Source: an optimization exercise on an open RTL-to-GDS flow (aim: small area, a short achievable clock period and few clock cycles). Production flows keep margins and buffers that such runs may drop.
No run shown here included a check of the RTL's function; only the layout flow was run.
Power and IR drop assume default switching activity.

[design/flow/design.v]
module kb_keymap (
    input  wire       layer,
    input  wire [6:0] idx,
    output reg  [7:0] code
);
    always @(*) begin
        case ({layer, idx})
            {1'b0, 7'd0}: code = 8'h29;
            {1'b0, 7'd1}: code = 8'h35;
            {1'b0, 7'd2}: code = 8'h2B;
            {1'b0, 7'd3}: code = 8'h39;
            {1'b0, 7'd4}: code = 8'hE1;
            {1'b0, 7'd5}: code = 8'hE0;
            {1'b0, 7'd6}: code = 8'h3A;
            {1'b0, 7'd7}: code = 8'h1E;
            {1'b0, 7'd8}: code = 8'h14;
            {1'b0, 7'd9}: code = 8'h04;
            {1'b0, 7'd10}: code = 8'h1D;
            {1'b0, 7'd11}: code = 8'hE3;
            {1'b0, 7'd12}: code = 8'h3B;
            {1'b0, 7'd13}: code = 8'h1F;
            {1'b0, 7'd14}: code = 8'h1A;
            {1'b0, 7'd15}: code = 8'h16;
            {1'b0, 7'd16}: code = 8'h1B;
            {1'b0, 7'd17}: code = 8'hE2;
            {1'b0, 7'd18}: code = 8'h3C;
            {1'b0, 7'd19}: code = 8'h20;
            {1'b0, 7'd20}: code = 8'h08;
            {1'b0, 7'd21}: code = 8'h07;
            {1'b0, 7'd22}: code = 8'h06;
            {1'b0, 7'd24}: code = 8'h3D;
            {1'b0, 7'd25}: code = 8'h21;
            {1'b0, 7'd26}: code = 8'h15;
            {1'b0, 7'd27}: code = 8'h09;
            {1'b0, 7'd28}: code = 8'h19;
            {1'b0, 7'd30}: code = 8'h3E;
            {1'b0, 7'd31}: code = 8'h22;
            {1'b0, 7'd32}: code = 8'h17;
            {1'b0, 7'd33}: code = 8'h0A;
            {1'b0, 7'd34}: code = 8'h05;
            {1'b0, 7'd35}: code = 8'h2C;
            {1'b0, 7'd36}: code = 8'h3F;
            {1'b0, 7'd37}: code = 8'h23;
            {1'b0, 7'd38}: code = 8'h1C;
            {1'b0, 7'd39}: code = 8'h0B;
            {1'b0, 7'd40}: code = 8'h11;
            {1'b0, 7'd42}: code = 8'h40;
            {1'b0, 7'd43}: code = 8'h24;
            {1'b0, 7'd44}: code = 8'h18;
            {1'b0, 7'd45}: code = 8'h0D;
            {1'b0, 7'd46}: code = 8'h10;
            {1'b0, 7'd48}: code = 8'h41;
            {1'b0, 7'd49}: code = 8'h25;
            {1'b0, 7'd50}: code = 8'h0C;
            {1'b0, 7'd51}: code = 8'h0E;
            {1'b0, 7'd52}: code = 8'h36;
            {1'b0, 7'd54}: code = 8'h42;
            {1'b0, 7'd55}: code = 8'h26;
            {1'b0, 7'd56}: code = 8'h12;
            {1'b0, 7'd57}: code = 8'h0F;
            {1'b0, 7'd58}: code = 8'h37;
            {1'b0, 7'd59}: code = 8'hE6;
            {1'b0, 7'd60}: code = 8'h43;
            {1'b0, 7'd61}: code = 8'h27;
            {1'b0, 7'd62}: code = 8'h13;
            {1'b0, 7'd63}: code = 8'h33;
            {1'b0, 7'd64}: code = 8'h38;
            {1'b0, 7'd65}: code = 8'hE7;
            {1'b0, 7'd66}: code = 8'h44;
            {1'b0, 7'd67}: code = 8'h2D;
            {1'b0, 7'd68}: code = 8'h2F;
            {1'b0, 7'd69}: code = 8'h34;
            {1'b0, 7'd71}: code = 8'hE4;
            {1'b0, 7'd72}: code = 8'h45;
            {1'b0, 7'd73}: code = 8'h2E;
            {1'b0, 7'd74}: code = 8'h30;
            {1'b0, 7'd77}: code = 8'h50;
            {1'b0, 7'd78}: code = 8'h46;
            {1'b0, 7'd79}: code = 8'h2A;
            {1'b0, 7'd80}: code = 8'h31;
            {1'b0, 7'd81}: code = 8'h28;
            {1'b0, 7'd82}: code = 8'hE5;
            {1'b0, 7'd83}: code = 8'h51;
            {1'b0, 7'd84}: code = 8'h4C;
            {1'b0, 7'd85}: code = 8'h49;
            {1'b0, 7'd88}: code = 8'h52;
            {1'b0, 7'd89}: code = 8'h4F;
            {1'b0, 7'd90}: code = 8'h4A;
            {1'b0, 7'd91}: code = 8'h4B;
            {1'b0, 7'd92}: code = 8'h4E;
            {1'b0, 7'd93}: code = 8'h4D;
            {1'b1, 7'd0}: code = 8'h01;
            {1'b1, 7'd1}: code = 8'h35;
            {1'b1, 7'd2}: code = 8'h2B;
            {1'b1, 7'd3}: code = 8'h39;
            {1'b1, 7'd4}: code = 8'hE5;
            {1'b1, 7'd5}: code = 8'hE0;
            {1'b1, 7'd6}: code = 8'h7F;
            {1'b1, 7'd7}: code = 8'h1E;
            {1'b1, 7'd8}: code = 8'h14;
            {1'b1, 7'd9}: code = 8'h03;
            {1'b1, 7'd10}: code = 8'h1D;
            {1'b1, 7'd11}: code = 8'hE3;
            {1'b1, 7'd12}: code = 8'h80;
            {1'b1, 7'd13}: code = 8'h1F;
            {1'b1, 7'd14}: code = 8'h1A;
            {1'b1, 7'd15}: code = 8'h16;
            {1'b1, 7'd16}: code = 8'h1B;
            {1'b1, 7'd17}: code = 8'hE2;
            {1'b1, 7'd18}: code = 8'h81;
            {1'b1, 7'd19}: code = 8'h20;
            {1'b1, 7'd20}: code = 8'h08;
            {1'b1, 7'd21}: code = 8'h07;
            {1'b1, 7'd24}: code = 8'h74;
            {1'b1, 7'd25}: code = 8'h21;
            {1'b1, 7'd26}: code = 8'h15;
            {1'b1, 7'd27}: code = 8'h09;
            {1'b1, 7'd28}: code = 8'h19;
            {1'b1, 7'd30}: code = 8'h75;
            {1'b1, 7'd31}: code = 8'h22;
            {1'b1, 7'd32}: code = 8'h17;
            {1'b1, 7'd33}: code = 8'h0A;
            {1'b1, 7'd34}: code = 8'h05;
            {1'b1, 7'd36}: code = 8'h76;
            {1'b1, 7'd37}: code = 8'h23;
            {1'b1, 7'd38}: code = 8'h1C;
            {1'b1, 7'd39}: code = 8'h0B;
            {1'b1, 7'd40}: code = 8'h11;
            {1'b1, 7'd42}: code = 8'h77;
            {1'b1, 7'd43}: code = 8'h24;
            {1'b1, 7'd44}: code = 8'h18;
            {1'b1, 7'd45}: code = 8'h0D;
            {1'b1, 7'd46}: code = 8'h10;
            {1'b1, 7'd48}: code = 8'h78;
            {1'b1, 7'd49}: code = 8'h25;
            {1'b1, 7'd50}: code = 8'h0C;
            {1'b1, 7'd51}: code = 8'h0E;
            {1'b1, 7'd52}: code = 8'h36;
            {1'b1, 7'd54}: code = 8'h79;
            {1'b1, 7'd55}: code = 8'h26;
            {1'b1, 7'd56}: code = 8'h12;
            {1'b1, 7'd57}: code = 8'h0F;
            {1'b1, 7'd58}: code = 8'h37;
            {1'b1, 7'd59}: code = 8'hE6;
            {1'b1, 7'd60}: code = 8'h7A;
            {1'b1, 7'd61}: code = 8'h27;
            {1'b1, 7'd62}: code = 8'h13;
            {1'b1, 7'd63}: code = 8'h33;
            {1'b1, 7'd64}: code = 8'h38;
            {1'b1, 7'd65}: code = 8'hE7;
            {1'b1, 7'd66}: code = 8'h7B;
            {1'b1, 7'd67}: code = 8'h2D;
            {1'b1, 7'd68}: code = 8'h2F;
            {1'b1, 7'd69}: code = 8'h34;
            {1'b1, 7'd71}: code = 8'hE4;
            {1'b1, 7'd72}: code = 8'h7C;
            {1'b1, 7'd73}: code = 8'h2E;
            {1'b1, 7'd74}: code = 8'h30;
            {1'b1, 7'd77}: code = 8'h4A;
            {1'b1, 7'd78}: code = 8'h48;
            {1'b1, 7'd79}: code = 8'h2A;
            {1'b1, 7'd80}: code = 8'h31;
            {1'b1, 7'd81}: code = 8'h28;
            {1'b1, 7'd82}: code = 8'hE5;
            {1'b1, 7'd83}: code = 8'h4E;
            {1'b1, 7'd84}: code = 8'h47;
            {1'b1, 7'd85}: code = 8'h49;
            {1'b1, 7'd88}: code = 8'h4B;
            {1'b1, 7'd89}: code = 8'h4D;
            {1'b1, 7'd90}: code = 8'h02;
            {1'b1, 7'd91}: code = 8'h4B;
            {1'b1, 7'd92}: code = 8'h4E;
            {1'b1, 7'd93}: code = 8'h4D;
            default: code = 8'h00;
        endcase
    end
endmodule
module kb_report_encoder (
    input  wire        clk,
    input  wire        rst,
    input  wire        start,
    input  wire [95:0] deb,
    output wire        ready,
    output reg         done,
    output reg  [63:0] report,
    output wire        changed
);
    wire L = deb[95];
    reg        busy;
    reg  [2:0] ph;
    reg  [18:0] gtr;     
    reg  [3:1] qst;     
    reg        valid, diffa, diffb;
    wire p0 = ~busy;
    wire active = busy | start;
    wire cont;          
    wire n0 = (deb[0] & ~L);
    wire n1 = deb[1];
    wire n2 = deb[2];
    wire n3 = deb[3];
    wire n4 = deb[6];
    wire n5 = deb[7];
    wire n6 = deb[8];
    wire n7 = (deb[9] & ~L);
    wire n8 = deb[10];
    wire n9 = deb[12];
    wire n10 = deb[13];
    wire n11 = deb[14];
    wire n12 = deb[15];
    wire n13 = deb[16];
    wire n14 = deb[18];
    wire n15 = deb[19];
    wire n16 = deb[20];
    wire n17 = deb[21];
    wire n18 = (deb[22] & ~L);
    wire n19 = deb[24];
    wire n20 = deb[25];
    wire n21 = deb[26];
    wire n22 = deb[27];
    wire n23 = deb[28];
    wire n24 = deb[30];
    wire n25 = deb[31];
    wire n26 = deb[32];
    wire n27 = deb[33];
    wire n28 = deb[34];
    wire n29 = (deb[35] & ~L);
    wire n30 = deb[36];
    wire n31 = deb[37];
    wire n32 = deb[38];
    wire n33 = deb[39];
    wire n34 = deb[40];
    wire n35 = deb[42];
    wire n36 = deb[43];
    wire n37 = deb[44];
    wire n38 = deb[45];
    wire n39 = deb[46];
    wire n40 = deb[48];
    wire n41 = deb[49];
    wire n42 = deb[50];
    wire n43 = deb[51];
    wire n44 = deb[52];
    wire n45 = deb[54];
    wire n46 = deb[55];
    wire n47 = deb[56];
    wire n48 = deb[57];
    wire n49 = deb[58];
    wire n50 = deb[60];
    wire n51 = deb[61];
    wire n52 = deb[62];
    wire n53 = deb[63];
    wire n54 = deb[64];
    wire n55 = deb[66];
    wire n56 = deb[67];
    wire n57 = deb[68];
    wire n58 = deb[69];
    wire n59 = deb[72];
    wire n60 = deb[73];
    wire n61 = deb[74];
    wire n62 = deb[77];
    wire n63 = deb[78];
    wire n64 = deb[79];
    wire n65 = deb[80];
    wire n66 = deb[81];
    wire n67 = deb[83];
    wire n68 = deb[84];
    wire n69 = deb[85];
    wire n70 = deb[88];
    wire n71 = deb[89];
    wire n72 = (deb[90] & ~L);
    wire n73 = deb[91];
    wire n74 = deb[92];
    wire n75 = deb[93];
    wire gt0 = gtr[0];
    wire m0 = n0 & gt0;
    wire m1 = n1 & (gt0 | (gtr[1] & qst[1]));
    wire m2 = n2 & (gt0 | (gtr[1] & qst[2]));
    wire m3 = n3 & (gt0 | (gtr[1] & qst[3]));
    wire a0 = m0 | m1 | m2 | m3;
    wire d0 = (m0 & m1) | (m0 & m2) | (m0 & m3) | (m1 & m2) | (m1 & m3) | (m2 & m3);
    wire h0 = m0;
    wire h1 = ~m0 & m1;
    wire h2 = ~m0 & ~m1 & m2;
    wire h3 = ~m0 & ~m1 & ~m2 & m3;
    wire af0_1 = m0;
    wire af0_2 = m0 | m1;
    wire af0_3 = m0 | m1 | m2;
    wire lc0_0 = h0 | h1 | h2 | h3;
    wire lc0_1 = h2;
    wire lc0_2 = h1;
    wire lc0_3 = h0 | h2 | h3;
    wire lc0_4 = h1 | h3;
    wire lc0_5 = h0 | h1 | h2 | h3;
    wire lc0_6 = 1'b0;
    wire lc0_7 = 1'b0;
    wire gt1 = gtr[1];
    wire m4 = n4 & gt1;
    wire m5 = n5 & (gt1 | (gtr[2] & qst[1]));
    wire m6 = n6 & (gt1 | (gtr[2] & qst[2]));
    wire m7 = n7 & (gt1 | (gtr[2] & qst[3]));
    wire a1 = m4 | m5 | m6 | m7;
    wire d1 = (m4 & m5) | (m4 & m6) | (m4 & m7) | (m5 & m6) | (m5 & m7) | (m6 & m7);
    wire h4 = m4;
    wire h5 = ~m4 & m5;
    wire h6 = ~m4 & ~m5 & m6;
    wire h7 = ~m4 & ~m5 & ~m6 & m7;
    wire af1_1 = m4;
    wire af1_2 = m4 | m5;
    wire af1_3 = m4 | m5 | m6;
    wire lc1_0 = (L & (h4));
    wire lc1_1 = h4 | h5;
    wire lc1_2 = h5 | h6 | h7 | (L & (h4));
    wire lc1_3 = h4 | h5;
    wire lc1_4 = h4 | h5 | h6;
    wire lc1_5 = h4;
    wire lc1_6 = (L & (h4));
    wire lc1_7 = 1'b0;
    wire gt2 = gtr[2];
    wire m8 = n8 & gt2;
    wire m9 = n9 & (gt2 | (gtr[3] & qst[1]));
    wire m10 = n10 & (gt2 | (gtr[3] & qst[2]));
    wire m11 = n11 & (gt2 | (gtr[3] & qst[3]));
    wire a2 = m8 | m9 | m10 | m11;
    wire d2 = (m8 & m9) | (m8 & m10) | (m8 & m11) | (m9 & m10) | (m9 & m11) | (m10 & m11);
    wire h8 = m8;
    wire h9 = ~m8 & m9;
    wire h10 = ~m8 & ~m9 & m10;
    wire h11 = ~m8 & ~m9 & ~m10 & m11;
    wire af2_1 = m8;
    wire af2_2 = m8 | m9;
    wire af2_3 = m8 | m9 | m10;
    wire lc2_0 = h8 | h10 | (~L & (h9));
    wire lc2_1 = h10 | h11 | (~L & (h9));
    wire lc2_2 = h8 | h10;
    wire lc2_3 = h8 | h10 | h11 | (~L & (h9));
    wire lc2_4 = h8 | h10 | h11 | (~L & (h9));
    wire lc2_5 = (~L & (h9));
    wire lc2_6 = 1'b0;
    wire lc2_7 = (L & (h9));
    wire gt3 = gtr[3];
    wire m12 = n12 & gt3;
    wire m13 = n13 & (gt3 | (gtr[4] & qst[1]));
    wire m14 = n14 & (gt3 | (gtr[4] & qst[2]));
    wire m15 = n15 & (gt3 | (gtr[4] & qst[3]));
    wire a3 = m12 | m13 | m14 | m15;
    wire d3 = (m12 & m13) | (m12 & m14) | (m12 & m15) | (m13 & m14) | (m13 & m15) | (m14 & m15);
    wire h12 = m12;
    wire h13 = ~m12 & m13;
    wire h14 = ~m12 & ~m13 & m14;
    wire h15 = ~m12 & ~m13 & ~m14 & m15;
    wire af3_1 = m12;
    wire af3_2 = m12 | m13;
    wire af3_3 = m12 | m13 | m14;
    wire lc3_0 = h13 | (L & (h14));
    wire lc3_1 = h12 | h13;
    wire lc3_2 = h12 | (~L & (h14));
    wire lc3_3 = h13 | (~L & (h14));
    wire lc3_4 = h12 | h13 | (~L & (h14));
    wire lc3_5 = h15 | (~L & (h14));
    wire lc3_6 = 1'b0;
    wire lc3_7 = (L & (h14));
    wire gt4 = gtr[4];
    wire m16 = n16 & gt4;
    wire m17 = n17 & (gt4 | (gtr[5] & qst[1]));
    wire m18 = n18 & (gt4 | (gtr[5] & qst[2]));
    wire m19 = n19 & (gt4 | (gtr[5] & qst[3]));
    wire a4 = m16 | m17 | m18 | m19;
    wire d4 = (m16 & m17) | (m16 & m18) | (m16 & m19) | (m17 & m18) | (m17 & m19) | (m18 & m19);
    wire h16 = m16;
    wire h17 = ~m16 & m17;
    wire h18 = ~m16 & ~m17 & m18;
    wire h19 = ~m16 & ~m17 & ~m18 & m19;
    wire af4_1 = m16;
    wire af4_2 = m16 | m17;
    wire af4_3 = m16 | m17 | m18;
    wire lc4_0 = h17 | (~L & (h19));
    wire lc4_1 = h17 | h18;
    wire lc4_2 = h17 | h18 | h19;
    wire lc4_3 = h16 | (~L & (h19));
    wire lc4_4 = h19;
    wire lc4_5 = h19;
    wire lc4_6 = (L & (h19));
    wire lc4_7 = 1'b0;
    wire gt5 = gtr[5];
    wire m20 = n20 & gt5;
    wire m21 = n21 & (gt5 | (gtr[6] & qst[1]));
    wire m22 = n22 & (gt5 | (gtr[6] & qst[2]));
    wire m23 = n23 & (gt5 | (gtr[6] & qst[3]));
    wire a5 = m20 | m21 | m22 | m23;
    wire d5 = (m20 & m21) | (m20 & m22) | (m20 & m23) | (m21 & m22) | (m21 & m23) | (m22 & m23);
    wire h20 = m20;
    wire h21 = ~m20 & m21;
    wire h22 = ~m20 & ~m21 & m22;
    wire h23 = ~m20 & ~m21 & ~m22 & m23;
    wire af5_1 = m20;
    wire af5_2 = m20 | m21;
    wire af5_3 = m20 | m21 | m22;
    wire lc5_0 = h20 | h21 | h22 | h23;
    wire lc5_1 = 1'b0;
    wire lc5_2 = h21;
    wire lc5_3 = h22 | h23;
    wire lc5_4 = h21 | h23;
    wire lc5_5 = h20;
    wire lc5_6 = 1'b0;
    wire lc5_7 = 1'b0;
    wire gt6 = gtr[6];
    wire m24 = n24 & gt6;
    wire m25 = n25 & (gt6 | (gtr[7] & qst[1]));
    wire m26 = n26 & (gt6 | (gtr[7] & qst[2]));
    wire m27 = n27 & (gt6 | (gtr[7] & qst[3]));
    wire a6 = m24 | m25 | m26 | m27;
    wire d6 = (m24 & m25) | (m24 & m26) | (m24 & m27) | (m25 & m26) | (m25 & m27) | (m26 & m27);
    wire h24 = m24;
    wire h25 = ~m24 & m25;
    wire h26 = ~m24 & ~m25 & m26;
    wire h27 = ~m24 & ~m25 & ~m26 & m27;
    wire af6_1 = m24;
    wire af6_2 = m24 | m25;
    wire af6_3 = m24 | m25 | m26;
    wire lc6_0 = h26 | (L & (h24));
    wire lc6_1 = h25 | h26 | h27 | (~L & (h24));
    wire lc6_2 = h24 | h26;
    wire lc6_3 = h27 | (~L & (h24));
    wire lc6_4 = h24 | h26;
    wire lc6_5 = h24 | h25;
    wire lc6_6 = (L & (h24));
    wire lc6_7 = 1'b0;
    wire gt7 = gtr[7];
    wire m28 = n28 & gt7;
    wire m29 = n29 & (gt7 | (gtr[8] & qst[1]));
    wire m30 = n30 & (gt7 | (gtr[8] & qst[2]));
    wire m31 = n31 & (gt7 | (gtr[8] & qst[3]));
    wire a7 = m28 | m29 | m30 | m31;
    wire d7 = (m28 & m29) | (m28 & m30) | (m28 & m31) | (m29 & m30) | (m29 & m31) | (m30 & m31);
    wire h28 = m28;
    wire h29 = ~m28 & m29;
    wire h30 = ~m28 & ~m29 & m30;
    wire h31 = ~m28 & ~m29 & ~m30 & m31;
    wire af7_1 = m28;
    wire af7_2 = m28 | m29;
    wire af7_3 = m28 | m29 | m30;
    wire lc7_0 = h28 | h31 | (~L & (h30));
    wire lc7_1 = h30 | h31;
    wire lc7_2 = h28 | h29 | h30;
    wire lc7_3 = h29 | (~L & (h30));
    wire lc7_4 = h30;
    wire lc7_5 = h29 | h30 | h31;
    wire lc7_6 = (L & (h30));
    wire lc7_7 = 1'b0;
    wire gt8 = gtr[8];
    wire m32 = n32 & gt8;
    wire m33 = n33 & (gt8 | (gtr[9] & qst[1]));
    wire m34 = n34 & (gt8 | (gtr[9] & qst[2]));
    wire m35 = n35 & (gt8 | (gtr[9] & qst[3]));
    wire a8 = m32 | m33 | m34 | m35;
    wire d8 = (m32 & m33) | (m32 & m34) | (m32 & m35) | (m33 & m34) | (m33 & m35) | (m34 & m35);
    wire h32 = m32;
    wire h33 = ~m32 & m33;
    wire h34 = ~m32 & ~m33 & m34;
    wire h35 = ~m32 & ~m33 & ~m34 & m35;
    wire af8_1 = m32;
    wire af8_2 = m32 | m33;
    wire af8_3 = m32 | m33 | m34;
    wire lc8_0 = h33 | h34 | (L & (h35));
    wire lc8_1 = h33 | (L & (h35));
    wire lc8_2 = h32 | (L & (h35));
    wire lc8_3 = h32 | h33;
    wire lc8_4 = h32 | h34 | (L & (h35));
    wire lc8_5 = (L & (h35));
    wire lc8_6 = h35;
    wire lc8_7 = 1'b0;
    wire gt9 = gtr[9];
    wire m36 = n36 & gt9;
    wire m37 = n37 & (gt9 | (gtr[10] & qst[1]));
    wire m38 = n38 & (gt9 | (gtr[10] & qst[2]));
    wire m39 = n39 & (gt9 | (gtr[10] & qst[3]));
    wire a9 = m36 | m37 | m38 | m39;
    wire d9 = (m36 & m37) | (m36 & m38) | (m36 & m39) | (m37 & m38) | (m37 & m39) | (m38 & m39);
    wire h36 = m36;
    wire h37 = ~m36 & m37;
    wire h38 = ~m36 & ~m37 & m38;
    wire h39 = ~m36 & ~m37 & ~m38 & m39;
    wire af9_1 = m36;
    wire af9_2 = m36 | m37;
    wire af9_3 = m36 | m37 | m38;
    wire lc9_0 = h38;
    wire lc9_1 = 1'b0;
    wire lc9_2 = h36 | h38;
    wire lc9_3 = h37 | h38;
    wire lc9_4 = h37 | h39;
    wire lc9_5 = h36;
    wire lc9_6 = 1'b0;
    wire lc9_7 = 1'b0;
    wire gt10 = gtr[10];
    wire m40 = n40 & gt10;
    wire m41 = n41 & (gt10 | (gtr[11] & qst[1]));
    wire m42 = n42 & (gt10 | (gtr[11] & qst[2]));
    wire m43 = n43 & (gt10 | (gtr[11] & qst[3]));
    wire a10 = m40 | m41 | m42 | m43;
    wire d10 = (m40 & m41) | (m40 & m42) | (m40 & m43) | (m41 & m42) | (m41 & m43) | (m42 & m43);
    wire h40 = m40;
    wire h41 = ~m40 & m41;
    wire h42 = ~m40 & ~m41 & m42;
    wire h43 = ~m40 & ~m41 & ~m42 & m43;
    wire af10_1 = m40;
    wire af10_2 = m40 | m41;
    wire af10_3 = m40 | m41 | m42;
    wire lc10_0 = h41 | (~L & (h40));
    wire lc10_1 = h43;
    wire lc10_2 = h41 | h42 | h43;
    wire lc10_3 = h42 | h43 | (L & (h40));
    wire lc10_4 = (L & (h40));
    wire lc10_5 = h41 | (L & (h40));
    wire lc10_6 = h40;
    wire lc10_7 = 1'b0;
    wire gt11 = gtr[11];
    wire m44 = n44 & gt11;
    wire m45 = n45 & (gt11 | (gtr[12] & qst[1]));
    wire m46 = n46 & (gt11 | (gtr[12] & qst[2]));
    wire m47 = n47 & (gt11 | (gtr[12] & qst[3]));
    wire a11 = m44 | m45 | m46 | m47;
    wire d11 = (m44 & m45) | (m44 & m46) | (m44 & m47) | (m45 & m46) | (m45 & m47) | (m46 & m47);
    wire h44 = m44;
    wire h45 = ~m44 & m45;
    wire h46 = ~m44 & ~m45 & m46;
    wire h47 = ~m44 & ~m45 & ~m46 & m47;
    wire af11_1 = m44;
    wire af11_2 = m44 | m45;
    wire af11_3 = m44 | m45 | m46;
    wire lc11_0 = (L & (h45));
    wire lc11_1 = h44 | h46 | h47 | (~L & (h45));
    wire lc11_2 = h44 | h46;
    wire lc11_3 = (L & (h45));
    wire lc11_4 = h44 | h47 | (L & (h45));
    wire lc11_5 = h44 | h46 | (L & (h45));
    wire lc11_6 = h45;
    wire lc11_7 = 1'b0;
    wire gt12 = gtr[12];
    wire m48 = n48 & gt12;
    wire m49 = n49 & (gt12 | (gtr[13] & qst[1]));
    wire m50 = n50 & (gt12 | (gtr[13] & qst[2]));
    wire m51 = n51 & (gt12 | (gtr[13] & qst[3]));
    wire a12 = m48 | m49 | m50 | m51;
    wire d12 = (m48 & m49) | (m48 & m50) | (m48 & m51) | (m49 & m50) | (m49 & m51) | (m50 & m51);
    wire h48 = m48;
    wire h49 = ~m48 & m49;
    wire h50 = ~m48 & ~m49 & m50;
    wire h51 = ~m48 & ~m49 & ~m50 & m51;
    wire af12_1 = m48;
    wire af12_2 = m48 | m49;
    wire af12_3 = m48 | m49 | m50;
    wire lc12_0 = h48 | h49 | h51 | (~L & (h50));
    wire lc12_1 = h48 | h49 | h50 | h51;
    wire lc12_2 = h48 | h49 | h51;
    wire lc12_3 = h48 | (L & (h50));
    wire lc12_4 = h49 | (L & (h50));
    wire lc12_5 = h49 | h51 | (L & (h50));
    wire lc12_6 = h50;
    wire lc12_7 = 1'b0;
    wire gt13 = gtr[13];
    wire m52 = n52 & gt13;
    wire m53 = n53 & (gt13 | (gtr[14] & qst[1]));
    wire m54 = n54 & (gt13 | (gtr[14] & qst[2]));
    wire m55 = n55 & (gt13 | (gtr[14] & qst[3]));
    wire a13 = m52 | m53 | m54 | m55;
    wire d13 = (m52 & m53) | (m52 & m54) | (m52 & m55) | (m53 & m54) | (m53 & m55) | (m54 & m55);
    wire h52 = m52;
    wire h53 = ~m52 & m53;
    wire h54 = ~m52 & ~m53 & m54;
    wire h55 = ~m52 & ~m53 & ~m54 & m55;
    wire af13_1 = m52;
    wire af13_2 = m52 | m53;
    wire af13_3 = m52 | m53 | m54;
    wire lc13_0 = h52 | h53 | (L & (h55));
    wire lc13_1 = h52 | h53 | (L & (h55));
    wire lc13_2 = (~L & (h55));
    wire lc13_3 = h54 | (L & (h55));
    wire lc13_4 = h52 | h53 | h54 | (L & (h55));
    wire lc13_5 = h53 | h54 | (L & (h55));
    wire lc13_6 = h55;
    wire lc13_7 = 1'b0;
    wire gt14 = gtr[14];
    wire m56 = n56 & gt14;
    wire m57 = n57 & (gt14 | (gtr[15] & qst[1]));
    wire m58 = n58 & (gt14 | (gtr[15] & qst[2]));
    wire m59 = n59 & (gt14 | (gtr[15] & qst[3]));
    wire a14 = m56 | m57 | m58 | m59;
    wire d14 = (m56 & m57) | (m56 & m58) | (m56 & m59) | (m57 & m58) | (m57 & m59) | (m58 & m59);
    wire h56 = m56;
    wire h57 = ~m56 & m57;
    wire h58 = ~m56 & ~m57 & m58;
    wire h59 = ~m56 & ~m57 & ~m58 & m59;
    wire af14_1 = m56;
    wire af14_2 = m56 | m57;
    wire af14_3 = m56 | m57 | m58;
    wire lc14_0 = h56 | h57 | (~L & (h59));
    wire lc14_1 = h57;
    wire lc14_2 = h56 | h57 | h58 | h59;
    wire lc14_3 = h56 | h57 | (L & (h59));
    wire lc14_4 = h58 | (L & (h59));
    wire lc14_5 = h56 | h57 | h58 | (L & (h59));
    wire lc14_6 = h59;
    wire lc14_7 = 1'b0;
    wire gt15 = gtr[15];
    wire m60 = n60 & gt15;
    wire m61 = n61 & (gt15 | (gtr[16] & qst[1]));
    wire m62 = n62 & (gt15 | (gtr[16] & qst[2]));
    wire m63 = n63 & (gt15 | (gtr[16] & qst[3]));
    wire a15 = m60 | m61 | m62 | m63;
    wire d15 = (m60 & m61) | (m60 & m62) | (m60 & m63) | (m61 & m62) | (m61 & m63) | (m62 & m63);
    wire h60 = m60;
    wire h61 = ~m60 & m61;
    wire h62 = ~m60 & ~m61 & m62;
    wire h63 = ~m60 & ~m61 & ~m62 & m63;
    wire af15_1 = m60;
    wire af15_2 = m60 | m61;
    wire af15_3 = m60 | m61 | m62;
    wire lc15_0 = 1'b0;
    wire lc15_1 = h60 | (~L & (h63)) | (L & (h62));
    wire lc15_2 = h60 | (~L & (h63));
    wire lc15_3 = h60 | (L & (h62 | h63));
    wire lc15_4 = h61 | (~L & (h62));
    wire lc15_5 = h60 | h61;
    wire lc15_6 = h62 | h63;
    wire lc15_7 = 1'b0;
    wire gt16 = gtr[16];
    wire m64 = n64 & gt16;
    wire m65 = n65 & (gt16 | (gtr[17] & qst[1]));
    wire m66 = n66 & (gt16 | (gtr[17] & qst[2]));
    wire m67 = n67 & (gt16 | (gtr[17] & qst[3]));
    wire a16 = m64 | m65 | m66 | m67;
    wire d16 = (m64 & m65) | (m64 & m66) | (m64 & m67) | (m65 & m66) | (m65 & m67) | (m66 & m67);
    wire h64 = m64;
    wire h65 = ~m64 & m65;
    wire h66 = ~m64 & ~m65 & m66;
    wire h67 = ~m64 & ~m65 & ~m66 & m67;
    wire af16_1 = m64;
    wire af16_2 = m64 | m65;
    wire af16_3 = m64 | m65 | m66;
    wire lc16_0 = h65 | (~L & (h67));
    wire lc16_1 = h64 | (L & (h67));
    wire lc16_2 = (L & (h67));
    wire lc16_3 = h64 | h66 | (L & (h67));
    wire lc16_4 = h65 | (~L & (h67));
    wire lc16_5 = h64 | h65 | h66;
    wire lc16_6 = h67;
    wire lc16_7 = 1'b0;
    wire gt17 = gtr[17];
    wire m68 = n68 & gt17;
    wire m69 = n69 & (gt17 | (gtr[18] & qst[1]));
    wire m70 = n70 & (gt17 | (gtr[18] & qst[2]));
    wire m71 = n71 & (gt17 | (gtr[18] & qst[3]));
    wire a17 = m68 | m69 | m70 | m71;
    wire d17 = (m68 & m69) | (m68 & m70) | (m68 & m71) | (m69 & m70) | (m69 & m71) | (m70 & m71);
    wire h68 = m68;
    wire h69 = ~m68 & m69;
    wire h70 = ~m68 & ~m69 & m70;
    wire h71 = ~m68 & ~m69 & ~m70 & m71;
    wire af17_1 = m68;
    wire af17_2 = m68 | m69;
    wire af17_3 = m68 | m69 | m70;
    wire lc17_0 = h69 | h71 | (L & (h68 | h70));
    wire lc17_1 = h70 | (~L & (h71)) | (L & (h68));
    wire lc17_2 = h68 | h71;
    wire lc17_3 = h69 | h71 | (~L & (h68)) | (L & (h70));
    wire lc17_4 = (~L & (h70));
    wire lc17_5 = 1'b0;
    wire lc17_6 = h68 | h69 | h70 | h71;
    wire lc17_7 = 1'b0;
    wire gt18 = gtr[18];
    wire m72 = n72 & gt18;
    wire m73 = n73 & (gt18 | (1'b1 & qst[1]));
    wire m74 = n74 & (gt18 | (1'b1 & qst[2]));
    wire m75 = n75 & (gt18 | (1'b1 & qst[3]));
    wire a18 = m72 | m73 | m74 | m75;
    wire d18 = (m72 & m73) | (m72 & m74) | (m72 & m75) | (m73 & m74) | (m73 & m75) | (m74 & m75);
    wire h72 = m72;
    wire h73 = ~m72 & m73;
    wire h74 = ~m72 & ~m73 & m74;
    wire h75 = ~m72 & ~m73 & ~m74 & m75;
    wire af18_1 = m72;
    wire af18_2 = m72 | m73;
    wire af18_3 = m72 | m73 | m74;
    wire lc18_0 = h73 | h75;
    wire lc18_1 = h72 | h73 | h74;
    wire lc18_2 = h74 | h75;
    wire lc18_3 = h72 | h73 | h74 | h75;
    wire lc18_4 = 1'b0;
    wire lc18_5 = 1'b0;
    wire lc18_6 = h72 | h73 | h74 | h75;
    wire lc18_7 = 1'b0;
    reg  [18:0] pin;   
    integer s_, d_;
    always @(*) begin
        pin = {a18,a17,a16,a15,a14,a13,a12,a11,a10,a9,a8,a7,a6,a5,a4,a3,a2,a1,a0};
        for (d_ = 1; d_ < 19; d_ = d_ * 2)
            for (s_ = 18; s_ >= 0; s_ = s_ - 1)
                if ((s_ / d_) % 2 == 1) pin[s_] = pin[s_] | pin[(s_ / d_) * d_ - 1];
    end
    wire [19:0] P = {pin, 1'b0};   
    wire any = P[19];
    wire r0 = a0 & ~P[0];
    wire r1 = a1 & ~P[1];
    wire r2 = a2 & ~P[2];
    wire r3 = a3 & ~P[3];
    wire r4 = a4 & ~P[4];
    wire r5 = a5 & ~P[5];
    wire r6 = a6 & ~P[6];
    wire r7 = a7 & ~P[7];
    wire r8 = a8 & ~P[8];
    wire r9 = a9 & ~P[9];
    wire r10 = a10 & ~P[10];
    wire r11 = a11 & ~P[11];
    wire r12 = a12 & ~P[12];
    wire r13 = a13 & ~P[13];
    wire r14 = a14 & ~P[14];
    wire r15 = a15 & ~P[15];
    wire r16 = a16 & ~P[16];
    wire r17 = a17 & ~P[17];
    wire r18 = a18 & ~P[18];
    wire [7:0] code;
    assign code[0] = (r0 & lc0_0) | (r1 & lc1_0) | (r2 & lc2_0) | (r3 & lc3_0) | (r4 & lc4_0) | (r5 & lc5_0) | (r6 & lc6_0) | (r7 & lc7_0) | (r8 & lc8_0) | (r9 & lc9_0) | (r10 & lc10_0) | (r11 & lc11_0) | (r12 & lc12_0) | (r13 & lc13_0) | (r14 & lc14_0) | (r15 & lc15_0) | (r16 & lc16_0) | (r17 & lc17_0) | (r18 & lc18_0);
    assign code[1] = (r0 & lc0_1) | (r1 & lc1_1) | (r2 & lc2_1) | (r3 & lc3_1) | (r4 & lc4_1) | (r5 & lc5_1) | (r6 & lc6_1) | (r7 & lc7_1) | (r8 & lc8_1) | (r9 & lc9_1) | (r10 & lc10_1) | (r11 & lc11_1) | (r12 & lc12_1) | (r13 & lc13_1) | (r14 & lc14_1) | (r15 & lc15_1) | (r16 & lc16_1) | (r17 & lc17_1) | (r18 & lc18_1);
    assign code[2] = (r0 & lc0_2) | (r1 & lc1_2) | (r2 & lc2_2) | (r3 & lc3_2) | (r4 & lc4_2) | (r5 & lc5_2) | (r6 & lc6_2) | (r7 & lc7_2) | (r8 & lc8_2) | (r9 & lc9_2) | (r10 & lc10_2) | (r11 & lc11_2) | (r12 & lc12_2) | (r13 & lc13_2) | (r14 & lc14_2) | (r15 & lc15_2) | (r16 & lc16_2) | (r17 & lc17_2) | (r18 & lc18_2);
    assign code[3] = (r0 & lc0_3) | (r1 & lc1_3) | (r2 & lc2_3) | (r3 & lc3_3) | (r4 & lc4_3) | (r5 & lc5_3) | (r6 & lc6_3) | (r7 & lc7_3) | (r8 & lc8_3) | (r9 & lc9_3) | (r10 & lc10_3) | (r11 & lc11_3) | (r12 & lc12_3) | (r13 & lc13_3) | (r14 & lc14_3) | (r15 & lc15_3) | (r16 & lc16_3) | (r17 & lc17_3) | (r18 & lc18_3);
    assign code[4] = (r0 & lc0_4) | (r1 & lc1_4) | (r2 & lc2_4) | (r3 & lc3_4) | (r4 & lc4_4) | (r5 & lc5_4) | (r6 & lc6_4) | (r7 & lc7_4) | (r8 & lc8_4) | (r9 & lc9_4) | (r10 & lc10_4) | (r11 & lc11_4) | (r12 & lc12_4) | (r13 & lc13_4) | (r14 & lc14_4) | (r15 & lc15_4) | (r16 & lc16_4) | (r17 & lc17_4) | (r18 & lc18_4);
    assign code[5] = (r0 & lc0_5) | (r1 & lc1_5) | (r2 & lc2_5) | (r3 & lc3_5) | (r4 & lc4_5) | (r5 & lc5_5) | (r6 & lc6_5) | (r7 & lc7_5) | (r8 & lc8_5) | (r9 & lc9_5) | (r10 & lc10_5) | (r11 & lc11_5) | (r12 & lc12_5) | (r13 & lc13_5) | (r14 & lc14_5) | (r15 & lc15_5) | (r16 & lc16_5) | (r17 & lc17_5) | (r18 & lc18_5);
    assign code[6] = (r0 & lc0_6) | (r1 & lc1_6) | (r2 & lc2_6) | (r3 & lc3_6) | (r4 & lc4_6) | (r5 & lc5_6) | (r6 & lc6_6) | (r7 & lc7_6) | (r8 & lc8_6) | (r9 & lc9_6) | (r10 & lc10_6) | (r11 & lc11_6) | (r12 & lc12_6) | (r13 & lc13_6) | (r14 & lc14_6) | (r15 & lc15_6) | (r16 & lc16_6) | (r17 & lc17_6) | (r18 & lc18_6);
    assign code[7] = (r0 & lc0_7) | (r1 & lc1_7) | (r2 & lc2_7) | (r3 & lc3_7) | (r4 & lc4_7) | (r5 & lc5_7) | (r6 & lc6_7) | (r7 & lc7_7) | (r8 & lc8_7) | (r9 & lc9_7) | (r10 & lc10_7) | (r11 & lc11_7) | (r12 & lc12_7) | (r13 & lc13_7) | (r14 & lc14_7) | (r15 & lc15_7) | (r16 & lc16_7) | (r17 & lc17_7) | (r18 & lc18_7);
    wire qn1 = (r0 & af0_1) | (r1 & af1_1) | (r2 & af2_1) | (r3 & af3_1) | (r4 & af4_1) | (r5 & af5_1) | (r6 & af6_1) | (r7 & af7_1) | (r8 & af8_1) | (r9 & af9_1) | (r10 & af10_1) | (r11 & af11_1) | (r12 & af12_1) | (r13 & af13_1) | (r14 & af14_1) | (r15 & af15_1) | (r16 & af16_1) | (r17 & af17_1) | (r18 & af18_1);
    wire qn2 = (r0 & af0_2) | (r1 & af1_2) | (r2 & af2_2) | (r3 & af3_2) | (r4 & af4_2) | (r5 & af5_2) | (r6 & af6_2) | (r7 & af7_2) | (r8 & af8_2) | (r9 & af9_2) | (r10 & af10_2) | (r11 & af11_2) | (r12 & af12_2) | (r13 & af13_2) | (r14 & af14_2) | (r15 & af15_2) | (r16 & af16_2) | (r17 & af17_2) | (r18 & af18_2);
    wire qn3 = (r0 & af0_3) | (r1 & af1_3) | (r2 & af2_3) | (r3 & af3_3) | (r4 & af4_3) | (r5 & af5_3) | (r6 & af6_3) | (r7 & af7_3) | (r8 & af8_3) | (r9 & af9_3) | (r10 & af10_3) | (r11 & af11_3) | (r12 & af12_3) | (r13 & af13_3) | (r14 & af14_3) | (r15 & af15_3) | (r16 & af16_3) | (r17 & af17_3) | (r18 & af18_3);
    wire tb1_1 = a0 | a1;
    wire tb2_1 = (a0 & a1);
    wire tb1_2 = a2 | a3;
    wire tb2_2 = (a2 & a3);
    wire tb1_3 = a4 | a5;
    wire tb2_3 = (a4 & a5);
    wire tb1_4 = a6 | a7;
    wire tb2_4 = (a6 & a7);
    wire tb1_5 = a8 | a9;
    wire tb2_5 = (a8 & a9);
    wire tb1_6 = a10 | a11;
    wire tb2_6 = (a10 & a11);
    wire tb1_7 = a12 | a13;
    wire tb2_7 = (a12 & a13);
    wire tb1_8 = a14 | a15;
    wire tb2_8 = (a14 & a15);
    wire tb1_9 = a16 | a17;
    wire tb2_9 = (a16 & a17);
    wire tb1_10 = tb1_1 | tb1_2;
    wire tb2_10 = (tb1_1 & tb1_2) | tb2_1 | tb2_2;
    wire tb1_11 = tb1_3 | tb1_4;
    wire tb2_11 = (tb1_3 & tb1_4) | tb2_3 | tb2_4;
    wire tb1_12 = tb1_5 | tb1_6;
    wire tb2_12 = (tb1_5 & tb1_6) | tb2_5 | tb2_6;
    wire tb1_13 = tb1_7 | tb1_8;
    wire tb2_13 = (tb1_7 & tb1_8) | tb2_7 | tb2_8;
    wire tb1_14 = tb1_9 | a18;
    wire tb2_14 = (tb1_9 & a18) | tb2_9;
    wire tb1_15 = tb1_10 | tb1_11;
    wire tb2_15 = (tb1_10 & tb1_11) | tb2_10 | tb2_11;
    wire tb1_16 = tb1_12 | tb1_13;
    wire tb2_16 = (tb1_12 & tb1_13) | tb2_12 | tb2_13;
    wire tb1_17 = tb1_15 | tb1_16;
    wire tb2_17 = (tb1_15 & tb1_16) | tb2_15 | tb2_16;
    wire tb1_18 = tb1_17 | tb1_14;
    wire tb2_18 = (tb1_17 & tb1_14) | tb2_17 | tb2_14;
    wire more = tb2_18 | d0 | d1 | d2 | d3 | d4 | d5 | d6 | d7 | d8 | d9 | d10 | d11 | d12 | d13 | d14 | d15 | d16 | d17 | d18;
    wire [7:0] mods = ({8{deb[4]}} & (L ? 8'h20 : 8'h02)) | ({8{deb[5]}} & 8'h01) | ({8{deb[11]}} & 8'h08) | ({8{deb[17]}} & 8'h04) | ({8{deb[59]}} & 8'h40) | ({8{deb[65]}} & 8'h80) | ({8{deb[71]}} & 8'h10) | ({8{deb[82]}} & 8'h20);
    wire any9 = deb[10] | deb[12] | deb[13] | deb[14] | deb[15] | deb[16] | deb[18] | deb[19] | deb[20] | deb[21] | deb[24] | deb[25] | deb[26] | deb[27] | deb[28] | deb[30] | deb[31] | deb[32] | deb[33] | deb[34] | deb[36] | deb[37] | deb[38] | deb[39] | deb[40] | deb[42] | deb[43] | deb[44] | deb[45] | deb[46] | deb[48] | deb[49] | deb[50] | deb[51] | deb[52] | deb[54] | deb[55] | deb[56] | deb[57] | deb[58] | deb[60] | deb[61] | deb[62] | deb[63] | deb[64] | deb[66] | deb[67] | deb[68] | deb[69] | deb[72] | deb[73] | deb[74] | deb[77] | deb[78] | deb[79] | deb[80] | deb[81] | deb[83] | deb[84] | deb[85] | deb[88] | deb[89] | deb[91] | deb[92] | deb[93];
    wire any90 = deb[91] | deb[92] | deb[93];
    wire sent = L & (deb[0] | deb[9] | deb[90]);
    wire [7:0] sbyte = deb[90] ? (any90 ? 8'h01 : 8'h02) :
                       deb[9]  ? (any9  ? 8'h01 : 8'h03) : 8'h01;
    wire [2:0] phe = ph;    
    wire ovf    = more & (phe == 3'd5);
    wire fill   = (p0 & sent) | ovf;
    wire [7:0] fb = ovf ? 8'h01 : sbyte;
    wire finish = fill | ~more;
    assign cont = active & ~finish;
    wire [7:0] old [0:5];
    reg  [5:0] en;
    reg  [7:0] d [0:5];
    integer s;
    always @(*) begin
        for (s = 0; s < 6; s = s + 1) begin
            en[s] = fill | (phe == s) | (finish & (phe < s));
            d[s]  = fill ? fb : ((phe == s) ? code : 8'h00);
        end
    end
    genvar gs;
    generate for (gs = 0; gs < 6; gs = gs + 1) begin : G_OLD
        assign old[gs] = report[16 + 8*gs +: 8];
    end endgenerate
    wire dmods = (mods != report[7:0]);
    reg  [7:0] old_ph;    
    reg  dfill, dzero, old_not01;
    always @(*) begin
        old_ph = 8'h00; dfill = 1'b0; dzero = 1'b0; old_not01 = 1'b0;
        for (s = 0; s < 6; s = s + 1) begin
            old_ph    = old_ph | ({8{phe == s}} & old[s]);
            dfill     = dfill | (old[s] != fb);
            dzero     = dzero | ((phe < s) & (old[s] != 8'h00));
            old_not01 = old_not01 | ((phe == s) & (old[s] != 8'h01));
        end
    end
    reg  [7:0] xr;
    reg        chg_r;
    wire xdiff = |xr;
    wire cmpen = ~fill & ~(p0 & ~valid);
    wire enow = (p0 & dmods) | (fill ? dfill : (finish & dzero));
    wire nz   = (mods != 8'h00) | sent | any;
    wire chg_fin = ovf ? (diffb | old_not01) :
                   p0  ? (valid ? enow : nz) : (diffa | xdiff | enow);
    assign changed = chg_r | xdiff;
    assign ready = ~busy;
    always @(posedge clk) begin
        if (rst) begin
            busy  <= 1'b0;
            done  <= 1'b0;
            valid <= 1'b0;
        end else begin
            done <= active & finish;
            busy <= active & ~finish;
            if (active & p0) valid <= 1'b1;
        end
        ph  <= (rst | ~cont) ? 3'd0 : phe + 3'd1;
        gtr <= (rst | ~cont) ? {19{1'b1}} : P[18:0];
        qst <= {qn3,qn2,qn1};
        xr  <= (active & cmpen) ? (code ^ old_ph) : 8'h00;
        if (active) begin
            if (p0) report[7:0] <= mods;
            for (s = 0; s < 6; s = s + 1)
                if (en[s]) report[16 + 8*s +: 8] <= d[s];
            report[15:8] <= 8'h00;
            chg_r <= chg_fin;
            diffa <= p0 ? (valid ? enow : 1'b1) : (diffa | xdiff | enow);
            diffb <= p0 ? (valid ? (dmods | old_not01) : 1'b1) : (diffb | old_not01);
        end
    end
endmodule
[design/flow/flow/run.sh]
#!/bin/bash
# The standard layout (standard.sh), with every input and output port still
# buffered, but with a plain buffer cell (buf_1) instead of the resizer's
# default choice (a delay buffer, clkdlybuf4s50_1).
set -euo pipefail
export BUFFER_PORTS_ARGS="-buffer_cell sky130_fd_sc_hd__buf_1"
bash standard.sh > standard_flow.log 2>&1
[design/flow/standard.sh]
#!/bin/bash
# synth_recipe.tcl (not shown) runs the flow's synth.tcl, then flattens the netlist and writes it again
# the make line also repeats each setting of config.mk as NAME=value (left out here)
make -C /OpenROAD-flow-scripts/flow DESIGN_CONFIG=/design/flow/config.mk WORK_HOME=/design/flow/orfs CLKGATE_MAP_FILE= SYNTH_SCRIPT=/design/flow/synth_recipe.tcl "${@:-finish}"
[design/flow/config.mk]
export PLATFORM = sky130hd
export DESIGN_NAME = kb_report_encoder
export DESIGN_NICKNAME = kb_report_encoder
export VERILOG_FILES = /design/flow/design.v
export SDC_FILE = /design/flow/constraint.sdc
export NUM_CORES = 4
export LEC_CHECK = 0
export ABC_AREA = 1
export CAP_MARGIN = 20
export CORE_MARGIN = 2
export CORE_UTILIZATION = 55
export SETUP_SLACK_MARGIN = 1.6
export SLEW_MARGIN = 20
[design/flow/constraint.sdc]
create_clock -name core_clock -period 5.0 [get_ports {clk}]
set_input_delay 1.0000 -clock core_clock [delete_from_list [all_inputs] [get_ports {clk}]]
set_output_delay 1.0000 -clock core_clock [all_outputs]
set_load 0.01 [all_outputs]
==> flow_metrics.tcl, run 1 <==
set metrics [dict create \
    hp-start "valid$_SDFFE_PP0P_" \
    rsz0062_at_grt "false" \
    status "timing/DRC/antenna clean" \
    crit_path_start "deb[95]" \
    max-cap-violations 0 \
    fill_cells 1519 \
    vias_per_cell 5.55 \
    path_max_fanout 9 \
    hold_end "valid$_SDFFE_PP0P_" \
    dp_hpwl_mm 25.2 \
    path_class "input pin to register" \
    stdcell_area_um2 10300 \
    vias 9888 \
    antenna_found_initial 1 \
    hold_path_depth 2 \
    min_period_ps 3300 \
    synth_warnings 2 \
    final_cells 1781 \
    ys_seq_area_frac 0.286 \
    cts_tree "done" \
    htree_levels 3 \
    r2r_start "qst[1]$_DFF_P_" \
    grt_max_degree 21 \
    grt_usage 0.371 \
    rows 46 \
    port_buffers 146 \
    cts.sinks 95 \
    min_period_over_period 0.661 \
    ioPinCount 166 \
    nNetsFinal 1663 \
    drt_iter0_drc 1095 \
    start_kind "input pin" \
    die_height_um 130 \
    power_density_nw_per_um2 218 \
    finalHoldViolations 0 \
    timing.hold.ws_ps 541 \
    synthDistinctLibCells 58 \
    finalSetupViolCount 0 \
    r2r_setup_slack_ps 1760 \
    clockBufferDepth 2 \
    ctsHoldBuffers 0 \
    r2r_end "report[27]$_SDFFCE_PP0P_" \
    required_ps 5120 \
    drc 0 \
    layout_common_cells "nand2_1 (414), nor2_1 (202), inv_1 (196)" \
    design.die.area_um2 16900 \
    syn2layout_area_growth_pct 17.6 \
    dpl.cell_count 1743 \
    worstMarginPinSlew_ps 1100 \
    finClkSkew_ps 9.21 \
    leakage_nw 5.02 \
    reg2reg_depth 17 \
    final_core_util 0.653 \
    grt_pass1_wl_mm 47.2 \
    placed_area_um2 9450 \
    drt_first_pass_iters 7 \
    netlist_area_um2 8730 \
    endpoint_kind "register" \
    peakVddDrop_v 0.000163 \
    initial_core_util 0.555 \
    antenna_left 0 \
    clk_latency_ps 360 \
    die_w_um 130 \
    netlist_instances 1392 \
    diodes 0 \
    postRouteWirelength_mm 31.6 \
    drive_gt1_frac 0.127 \
    cts.clk_slew.worst_paths_ps 80 \
    slew_headroom 0.266 \
    overflow 0 \
    tns_ps 0 \
    core_region_area_um2 15700 \
    hold_path_class "register to register" \
    clockRootBuffer "clkbuf_16" \
    arrival_ps 3420 \
    report.final.slew_viol_count 0 \
    syn-mean-instance-area_um2 6.27 \
    final_common_cell "nand2_1" \
    grt_pass1_vias 8853 \
    gp_congestion 1.03 \
    numCtsBuffers 9 \
    fmax_mhz 303 \
    post_drt_wl_per_cell_um 17.7 \
    ys_ff_latch 95 \
]
per-stage QoR:
step                      power (mW)  setup slack (ps)
after detailed placement        1.45               723
after floorplan                 1.28              1640
after CTS                       2.21              1610
after global routing            2.32              1590
after global placement          1.45               831
final                           2.24              1700
critical path, stage by stage:
cell and delay [ps]:
buf_6 120, clkinvlp_4 170, buf_6 190, buf_4 180, nand2_1 100, nand2_1 70
o21ai_1 190, nand3_1 140, a21oi_1 180, o311ai_0 160, nor3_1 360, nand4_1 210
nor2_4 170, buf_12 140, nor2_1 40
layer usage:
metal  wire [um]  track usage
met1       12500        0.458
met2       15100        0.650
met3        2550       0.0484
met4        1480        0.162
met5          13            0
cell type report:
class / instances / area (um^2) / share of cell area
tap: 216 / 270 / 0.0263
sequential: 95 / 2500 / 0.244
clock inverter: 7 / 81.3 / 0.00793
clock buffer: 9 / 225 / 0.0220
inverter: 210 / 800 / 0.0779
multi-input combinational: 1070 / 5530 / 0.539
timing repair buffer: 174 / 850 / 0.0828
cells by family after synthesis:
| family | share of synthesized area |
|---|---|
| AOI/OAI and AO/OA | 0.105 |
| other | 0.000430 |
| xor gates and xnor gates | 0.0100 |
| buffers and inverters | 0.111 |
| and+or+nand+nor | 0.482 |
| DFF | 0.286 |
| adders and majority gates | 0.00573 |
how the worst max path moves through the flow:
stage	slack [ps]	endpoint	cells after the start
after detailed placement	720	report[20]$_SDFFCE_PP0P_	15
after floorplan	1640	report[24]$_DFFE_PP_	18
after CTS	1610	report[27]$_SDFFCE_PP0P_	18
after global placement	830	report[44]$_SDFFCE_PP0P_	15
after global routing	1590	report[56]$_DFFE_PP_	17
final	1700	report[60]$_SDFFCE_PP0P_	15
synth_stat cells, drive strengths merged:
cell type / count / area share
buf: 19 / 0.018
o2111ai: 6 / 0.0060
nand3: 67 / 0.042
and2: 1 / 0.00072
nand3b: 1 / 0.00086
xor2: 8 / 0.0080
xnor2: 2 / 0.0020
o21ai: 60 / 0.034
a21oi: 34 / 0.019
a21boi: 1 / 0.0022
a2111oi: 3 / 0.0030
a221o: 1 / 0.0011
o31a: 1 / 0.0010
or3: 1 / 0.00072
o211ai: 7 / 0.0060
o21bai: 3 / 0.0026
nor3: 41 / 0.025
and3: 1 / 0.00072
o22ai: 5 / 0.0036
a221oi: 9 / 0.0090
edfxtp: 59 / 0.20
o221ai: 1 / 0.0010
ha: 4 / 0.0057
inv: 207 / 0.089
clkinv: 3 / 0.0014
o2111a: 1 / 0.0013
a22o: 1 / 0.0010
o311ai: 2 / 0.0020
or4: 1 / 0.00086
a31oi: 7 / 0.0050
clkbuf: 5 / 0.0022
nor3b: 3 / 0.0032
dfxtp: 36 / 0.083
o31ai: 3 / 0.0026
a211oi: 4 / 0.0034
nand2: 476 / 0.23
nand4: 29 / 0.022
or2: 4 / 0.0029
nor4: 27 / 0.021
conb: 1 / 0.00043
nor2: 247 / 0.13
sequential cells by signal, summed over array words and instances, names as in the netlist:
signal,flops
valid,1
xr,8
busy,1
gtr,19
done,1
ph,3
chg_r,1
report,56
qst,3
diffb,1
diffa,1
power by group:
part | total [mW] | internal, mW | switching [mW]
logic | 0.559 | 0.183 | 0.376
registers | 0.943 | 0.888 | 0.0544
clock network | 0.737 | 0.359 | 0.378
total | 2.24 | 1.43 | 0.808
what timing repair did:
item,CTS,global route
resized for setup,29,41
pin swaps,11,23
buffers inserted,13,8
cloned,1,0
setup endpoints to repair,112,107
==> run 2: changes to the inputs <==
==> design/flow/flow/run.sh (replaced) <==
#!/bin/bash
# The standard layout (standard.sh), with every input and output port still
# buffered, but with a plain buffer cell (buf_1) instead of the resizer's
# default choice (a delay buffer, clkdlybuf4s50_1). After the timing repair
# at global route, gates off the critical paths are downsized (RECOVER_POWER).
set -euo pipefail
export RECOVER_POWER=100
export BUFFER_PORTS_ARGS="-buffer_cell sky130_fd_sc_hd__buf_1"
bash standard.sh > standard_flow.log 2>&1
==> flow_metrics.tcl, run 2 <==
set metrics [dict create \
    status "timing/DRC/antenna clean" \
    max_stage_delay_ps 430 \
    fmax_mhz 247 \
    final_common_cell "nand2_1" \
    finalHoldViolations 0 \
    overflow 0 \
    vias 9951 \
    antenna_left 0 \
    largest_reg_flops 56 \
    path_max_fanout 9 \
    crit_path_frequent_cell "nor2_1" \
    netlist_instances 1392 \
    core_region_area_um2 15700 \
    post_drt_wl_per_cell_um 17.8 \
    ys_top_cells_by_area "edfxtp_1 (20%), nand2_1 (18%), nor2_1 (9.1%), inv_1 (8.6%), dfxtp_1 (8.3%)" \
    yosysTopAreaCellShare 0.203 \
    p_total_mw 2.23 \
    tns_ps 0 \
    largest_register "report" \
    path_class "input pin to register" \
    grt_pass1_vias 8853 \
    synth_common_cells "nand2_1 (421), nor2_1 (212), inv_1 (199), nand3_1 (63), edfxtp_1 (59)" \
    initial_core_util 0.555 \
    crit_path_start "deb[95]" \
    layout_common_cells "nand2_1 (418), nor2_1 (210), inv_1 (199)" \
    endpoint_kind "register" \
    diodes 0 \
    slew_headroom 0.176 \
    synthDistinctLibCells 58 \
    ys_ff_latch 95 \
    design.die.area_um2 16900 \
    finalSetupViolCount 0 \
    grt_usage 0.371 \
    drt_iter0_drc 1070 \
    r2r_start "qst[1]$_DFF_P_" \
    synthAdderAreaFrac 0.00573 \
    multi_input_area_um2 5410 \
    nNetsFinal 1663 \
    r2r_setup_slack_ps 1280 \
    peakVddDrop_v 0.000162 \
    yosysMostFrequentCell "nand2_1" \
    max-cap-violations 0 \
    required_ps 5210 \
    port_buffers 146 \
    drive_gt1_frac 0.113 \
    syn-mean-instance-area_um2 6.27 \
    fill_cells 1546 \
    rows 46 \
    report.final.slew_viol_count 0 \
    clk_latency_ps 360 \
    die_w_um 130 \
    cts.clk_slew.worst_paths_ps 80 \
    syn2layout_area_growth_pct 16.0 \
    numCtsBuffers 9 \
    synth_xor_xnor_area_share 0.0100 \
    dp_hpwl_mm 25.2 \
    ctsHoldBuffers 0 \
    hp-start "valid$_SDFFE_PP0P_" \
    synth_top_family_by_area "simple AND/OR/NAND/NOR gates" \
    synth_warnings 2 \
    worstMarginPinSlew_ps 1230 \
    leakage_nw 4.96 \
    finClkSkew_ps 7.38 \
    drt_first_pass_iters 5 \
    netlist.top_cell.by_area "edfxtp_1" \
    die_height_um 130 \
    hold_path_class "register to register" \
    grt_max_degree 21 \
    gp_congestion 1.03 \
    ys_async_sr_fraction 0 \
    min_period_over_period 0.808 \
    rsz0062_at_grt "false" \
    path_cells "buf_6, clkbuf_1, nor2_2, nand2_1, nand2_2, nor2_4, nand2_4, nor2_8, nand2_8, nor2_1, nand2_4, nor2_1, nand2_2, nor2_1, o21ai_1, nor3b_2, nand3_1, inv_2, o21ai_1" \
    netlist_area_um2 8730 \
    min_period_ps 4040 \
    synthSimpleGateAreaFrac 0.482 \
    start_kind "input pin" \
    arrival_ps 4260 \
    synth_ff_type "edfxtp_1" \
    cts_tree "done" \
    postRouteWirelength_mm 31.7 \
    regArea_um2 2500 \
    ys_seq_area_frac 0.286 \
    antenna_found_initial 1 \
    synth-compound-area-share 0.105 \
    vias_per_cell 5.59 \
    grt_pass1_wl_mm 47.2 \
    power_density_nw_per_um2 220 \
    drc 0 \
    synth.area.mux_share 0 \
    htree_levels 3 \
    crit_family "simple AND/OR/NAND/NOR gates" \
    clockRootBuffer "clkbuf_16" \
    ioPinCount 166 \
    cts.sinks 95 \
    clockBufferDepth 2 \
    synth_edf_count 59 \
    top_regs "report: 56 flops, gtr: 19 flops, xr: 8 flops" \
    crit_path_top_delay_cell "clkbuf_1" \
    path_buf_inv 3 \
]
-- run 2: where the power goes --
part           switching, mW  internal [mW]  total, mW
Combinational          0.371          0.177      0.548
Clock                  0.380          0.359      0.739
Sequential            0.0542          0.889      0.943
-- run 2: worst min-delay path, cell delays in order (launching register included) --
cell and delay (ps):
dfxtp_1 350, nor2_1 110, nor2_1 40
-- run 2: final timing paths --
| check | endpoint | cells past startpoint |
|---|---|---|
| max | report[17]$_DFFE_PP_ | 19 |
| max reg2reg | gtr[15]$_SDFF_PP1_ | 22 |
| min reg2reg | valid$_SDFFE_PP0P_ | 2 |
| min | valid$_SDFFE_PP0P_ | 2 |
-- run 2: metrics by stage --
stage / util / hold slack [ps] / std cells / cell area, um^2 / worst slack (ps)
global route: 0.644 / 595 / 1781 / 10100 / 800
global placement: 0.602 / 499 / 1743 / 9450 / 831
floorplan: - / 467 / 1399 / 8770 / 1640
detailed placement: 0.602 / 521 / 1743 / 9450 / 723
finish: 0.644 / 542 / 1781 / 10100 / 958
CTS: 0.639 / 535 / 1773 / 10000 / 1610
-- run 2: area by class of cell --
type / count / area share
clock inverter: 7 / 0.00804
clock buffer: 9 / 0.0223
tap: 216 / 0.0267
sequential: 95 / 0.247
inverter: 210 / 0.0786
multi-input combinational: 1070 / 0.535
timing repair buffer: 174 / 0.0823
-- run 2: what timing repair did --
action,in CTS,in global routing
gates resized for setup,29,41
endpoints found under the setup margin,112,107
setup buffers,13,8
cloned,1,0
pin swaps,11,23
-- run 2: logic make-up after synthesis --
family	after synthesis
simple gates	899
buf+inv	234
compound gates	149
flops	95
xor+xnor	10
fa+ha+maj	4
other cells	1
-- run 2: per-layer routing --
layer  vias up  global-route usage  routed length, um
li1       4836                   -                  -
met1      4535               0.458              12600
met2       503               0.650              15300
met3        75              0.0484               2410
met4         2               0.162               1320
met5         -                   0                 13

==> afterwards: timing with drivers on the ports <==
How much do the figures lean on ideal ports? The routed layouts below were timed once more, with nothing changed but the port constraints. Step 1 (the two cells are an assumption about what drives the block):
set clk [get_ports {clk}]
set_driving_cell -lib_cell sky130_fd_sc_hd__clkbuf_16 $clk
set_driving_cell -lib_cell sky130_fd_sc_hd__buf_2 [delete_from_list [all_inputs] $clk]
Step 2 adds t to the input delays and takes it off the output delays; t is the mean of the earliest and latest rising clock arrival at the registers after step 1. Input paths then give back, and output paths get back, about the clock's delay inside the block. Three values: no drivers, after step 1, after step 2; two values: the first two.
run	t, ns	setup WS [ns]	hold slack, ns	cell pins on the clock port's net
run 1	0.409	1.697 / 1.710 / 1.301	0.541 / 0.541 / 0.541	1
run 2	0.409	0.958 / 0.971 / 0.561	0.542 / 0.542 / 0.542	1
After both steps setup and hold are still met in every run listed. The setup slack of run 2, which loses most, moves by +0.013 ns with the drivers and by -0.397 ns with both steps.
